Source: an optimization exercise on an open RTL-to-GDS flow (aim: small area, a short achievable clock period and few clock cycles per item). Production flows keep margins and buffers that such runs may drop.
Only simulation tests tie the RTL to the original design; equivalence was not proved.
Power figures rest on the tool's default switching activity, not on a simulated workload.

## alpha
Design scpp_csc, start of the top module:
module scpp_csc (
    input  wire        clk,
    input  wire        rst,
    input  wire        cfg_we,
    input  wire [3:0]  cfg_addr,
    input  wire [31:0] cfg_wdata,
    input  wire        in_valid,
    output wire        in_ready,
    input  wire [4:0]  in_x,
    input  wire [12:0] in_y,
    input  wire [63:0] in_pix,
    output reg         out_valid,
    input  wire        out_ready,
    output reg  [63:0] out_pix
);
clock: 15.0 ns
lec_check: 0
abc_clock_period_in_ps: 4000
cap_margin: 40
core_margin: 2
core_utilization: 50
cts_cluster_diameter: 100
cts_cluster_size: 25
setup_slack_margin: 5
slew_margin: 60
tns_end_percent: 30
run.sh (not shown) runs the stock make flow with config.mk's settings and CLKGATE_MAP_FILE= SYNTH_SCRIPT=/design/flow/synth_recipe.tcl, a recipe that flattens the netlist after the stock synthesis.
Testbench counts of alpha, summed over its fixed seeds: cycles 28,689, items 25,661.
> inputs changed (alpha -> beta)
--- a/flow/design.v
+++ b/flow/design.v
@@ -1085,18 +1085,17 @@
             endcase
         end
     end
     reg        skid_v;
     reg        rdy_q;
     reg  [4:0] ph;            
     reg        v1;
     reg  [4:0] x1;
-    wire [4:0] pos1  = ph - x1;               
-    wire       stall = v1 && do_verterr && (pos1[2:0] != 3'd7);
+    reg        stall;         
     wire       en    = !skid_v && !stall;
     assign in_ready = rdy_q;
     reg        v0;
     reg [63:0] p0;
     reg [4:0]  x0;
     reg [2:0]  y0;
     reg        yz0;
     wire [63:0] pw = widen_en ? {in_pix[55:48], in_pix[55:48], in_pix[39:32], in_pix[39:32],
@@ -1148,19 +1147,19 @@
     wire [25+1:0] qq0 = {s1_0, 1'b1} + {c1_0, cy1_0};
     wire [22:0] q0 = qq0[25+1:3+1];
     wire [25+1:0] qq1 = {s1_1, 1'b1} + {c1_1, cy1_1};
     wire [22:0] q1 = qq1[25+1:3+1];
     wire [25+1:0] qq2 = {s1_2, 1'b1} + {c1_2, cy1_2};
     wire [22:0] q2 = qq2[25+1:3+1];
     reg  [31:0] ring [0:31];
     reg  [31:0] fl;
-    wire [1:0]  port  = pos1[4:3];
-    wire [31:0] e_rd  = ring[{port, 3'd7}];
-    wire        f_rd  = fl[{port, 3'd7}];
+    reg  [1:0]  port;
+    reg  [31:0] e_rd;
+    reg         f_rd;
     wire        err_clear = do_verterr && (x1 == 5'd0) && yz1;
     wire [31:0] e_use = (err_clear || !f_rd) ? 32'd0 : e_rd;
     wire [31:0] dadd  = do_verterr ? e_use : do_ordered ? {4{d1}} : 32'd0;
     wire [7:0] dadd_a  = dadd[7:0];
     wire [7:0] dadd_c1 = dadd[15:8];
     wire [7:0] dadd_c2 = dadd[23:16];
     wire [7:0] dadd_c3 = dadd[31:24];
     function [15:0] sat_add;
@@ -1228,16 +1227,20 @@
     wire       skid_n  = !rst && !out_free && (skid_v || arr);
     wire       v1_n    = !rst && (en ? v0 : v1);
     wire [4:0] x1_n    = en ? x0 : x1;
     wire [4:0] ph_n    = rst ? 5'd0 : ph + 5'd1;
     wire [4:0] pos1_n  = ph_n - x1_n;
     wire       stall_n = v1_n && do_verterr && (pos1_n[2:0] != 3'd7);
     always @(posedge clk) begin
         rdy_q <= !skid_n && !stall_n;
+        stall <= stall_n;
+        port  <= pos1_n[4:3];
+        e_rd  <= ring[{pos1_n[4:3], 3'd6}];
+        f_rd  <= fl[{pos1_n[4:3], 3'd6}] && !(ewr && err_clear);
         if (rst) begin
             out_valid <= 1'b0;
             skid_v    <= 1'b0;
         end else if (out_free) begin
             out_valid <= skid_v || arr;
             skid_v    <= 1'b0;
         end else if (arr) begin
             skid_v    <= 1'b1;
--- outcome ---
- Comparing beta and alpha, the higher number of distinct standard cells referenced by the synthesized netlist was measured on alpha.
- Cmp beta and alpha / share of the cycle needed by the critical path after routing / higher: alpha
- alpha → beta: die extent in y level; share of total power consumed by net switching rose 0.45 points; number of nets in the final layout up 0.37%.
- Status: initial core utilization parity (alpha, beta)
Testbench counts of beta, summed over its fixed seeds: cycles 28,689, items 25,661.

scpp_csc with an RTL version that a note above also has.
Size in the first run: ~1800 flip-flops, ~190 I/O pins.
Design scpp_csc, start of the top module:
module scpp_csc (
    input  wire        clk,
    input  wire        rst,
    input  wire        cfg_we,
    input  wire [3:0]  cfg_addr,
    input  wire [31:0] cfg_wdata,
    input  wire        in_valid,
    output wire        in_ready,
    input  wire [4:0]  in_x,
    input  wire [12:0] in_y,
    input  wire [63:0] in_pix,
    output reg         out_valid,
    input  wire        out_ready,
    output reg  [63:0] out_pix
);
export LEC_CHECK = 0
export ABC_CLOCK_PERIOD_IN_PS = 4000
export CAP_MARGIN = 40
export CORE_MARGIN = 2
export CORE_UTILIZATION = 50
export CTS_CLUSTER_DIAMETER = 100
export CTS_CLUSTER_SIZE = 25
export SLEW_MARGIN = 60
create_clock -name core_clock -period 15.0 [get_ports {clk}]
standard.sh (not shown) runs the stock make flow with config.mk's settings and CLKGATE_MAP_FILE= SYNTH_SCRIPT=/design/flow/synth_recipe.tcl, a recipe that flattens the netlist after the stock synthesis.
==> flow/flow/run.sh <==
#!/bin/bash
set -euo pipefail
cd "$(dirname "$0")/.."
bash standard.sh SETUP_SLACK_MARGIN=10.8 TNS_END_PERCENT=30 \
  "BUFFER_PORTS_ARGS=-buffer_cell sky130_fd_sc_hd__buf_4" finish > flow_make.log 2>&1
Testbench counts at the start, summed over its fixed seeds: cycles 28,689, items 25,661.
Rerun with:
--- a/flow/design.v
+++ b/flow/design.v
@@ -1082,23 +1082,24 @@
                 2'd0: kn0 <= kn_new;
                 2'd1: kn1 <= kn_new;
                 default: kn2 <= kn_new;
             endcase
         end
     end
     reg        skid_v;
     reg        rdy_q;
     reg  [4:0] ph;            
     reg        v1;
     reg  [4:0] x1;
-    reg        stall;         
+    wire [4:0] pos1  = ph - x1;               
+    wire       stall = v1 && do_verterr && (pos1[2:0] != 3'd7);
     wire       en    = !skid_v && !stall;
     assign in_ready = rdy_q;
     reg        v0;
     reg [63:0] p0;
     reg [4:0]  x0;
     reg [2:0]  y0;
     reg        yz0;
     wire [63:0] pw = widen_en ? {in_pix[55:48], in_pix[55:48], in_pix[39:32], in_pix[39:32],
                                  in_pix[23:16], in_pix[23:16], in_pix[7:0], in_pix[7:0]}
                               : in_pix;
     always @(posedge clk) begin
@@ -1144,25 +1145,25 @@
             x1 <= x0; yz1 <= yz0;
         end
     end
     wire [25+1:0] qq0 = {s1_0, 1'b1} + {c1_0, cy1_0};
     wire [22:0] q0 = qq0[25+1:3+1];
     wire [25+1:0] qq1 = {s1_1, 1'b1} + {c1_1, cy1_1};
     wire [22:0] q1 = qq1[25+1:3+1];
     wire [25+1:0] qq2 = {s1_2, 1'b1} + {c1_2, cy1_2};
     wire [22:0] q2 = qq2[25+1:3+1];
     reg  [31:0] ring [0:31];
     reg  [31:0] fl;
-    reg  [1:0]  port;
-    reg  [31:0] e_rd;
-    reg         f_rd;
+    wire [1:0]  port  = pos1[4:3];
+    wire [31:0] e_rd  = ring[{port, 3'd7}];
+    wire        f_rd  = fl[{port, 3'd7}];
     wire        err_clear = do_verterr && (x1 == 5'd0) && yz1;
     wire [31:0] e_use = (err_clear || !f_rd) ? 32'd0 : e_rd;
     wire [31:0] dadd  = do_verterr ? e_use : do_ordered ? {4{d1}} : 32'd0;
     wire [7:0] dadd_a  = dadd[7:0];
     wire [7:0] dadd_c1 = dadd[15:8];
     wire [7:0] dadd_c2 = dadd[23:16];
     wire [7:0] dadd_c3 = dadd[31:24];
     function [15:0] sat_add;
         input [15:0] v;
         input [7:0]  d;
         reg   [16:0] s;
@@ -1224,26 +1225,22 @@
     end
     reg [63:0] skid_pix;
     wire out_free = !out_valid || out_ready;
     wire       skid_n  = !rst && !out_free && (skid_v || arr);
     wire       v1_n    = !rst && (en ? v0 : v1);
     wire [4:0] x1_n    = en ? x0 : x1;
     wire [4:0] ph_n    = rst ? 5'd0 : ph + 5'd1;
     wire [4:0] pos1_n  = ph_n - x1_n;
     wire       stall_n = v1_n && do_verterr && (pos1_n[2:0] != 3'd7);
     always @(posedge clk) begin
         rdy_q <= !skid_n && !stall_n;
-        stall <= stall_n;
-        port  <= pos1_n[4:3];
-        e_rd  <= ring[{pos1_n[4:3], 3'd6}];
-        f_rd  <= fl[{pos1_n[4:3], 3'd6}] && !(ewr && err_clear);
         if (rst) begin
             out_valid <= 1'b0;
             skid_v    <= 1'b0;
         end else if (out_free) begin
             out_valid <= skid_v || arr;
             skid_v    <= 1'b0;
         end else if (arr) begin
             skid_v    <= 1'b1;
         end
         if (out_free) begin
             if (skid_v) out_pix <= skid_pix;
Effect: Synthesized area went down slightly. Sequential power decreases by a few percent. Clock power drops by a few percent. Die area falls slightly. Non-clock buffer count came out higher by 25. Worst hold slack gets worse by 6.5 ps. Final cell count fell slightly. Utilization goes down by 0.20 points. Register-to-register slack loses 300 ps. Clock skew climbs by 21 ps. Total power fell by a few percent. Global-route usage is lower by 1.1 points.
Testbench counts after the change, summed over its fixed seeds: cycles 28,689, items 25,661.

## afterwards: timing with drivers on the ports
In the flow no input, the clock included, has a driving cell. The finished layouts below were timed again as built, in two steps. Step 1 assumes that a clkbuf_16 drives the clock port and a buf_2 every other input. Step 2 also shifts input and output timing later by t, the mid clock arrival at the registers, as if the neighbouring blocks saw the same clock. a / b / c = ideal ports / drivers / drivers and shift; a / b = the first two.
run | shift t [ns] | setup WS [ns] | cell pins on the clock port's net
alpha | 0.871 | 8.708 / 8.708 / 8.708 | 1
beta | 0.861 | 9.245 / 9.245 / 8.822 | 1
the first run of note 2 | 0.875 | 10.220 / 9.920 / 9.045 | 1
the second run of note 2 | 0.869 | 9.992 / 9.992 / 9.992 | 1
After both steps setup and hold are still met in every run listed. For the first run of note 2, which loses most, drivers alone change the setup slack by -0.300 ns; drivers and shift together by -1.175 ns.
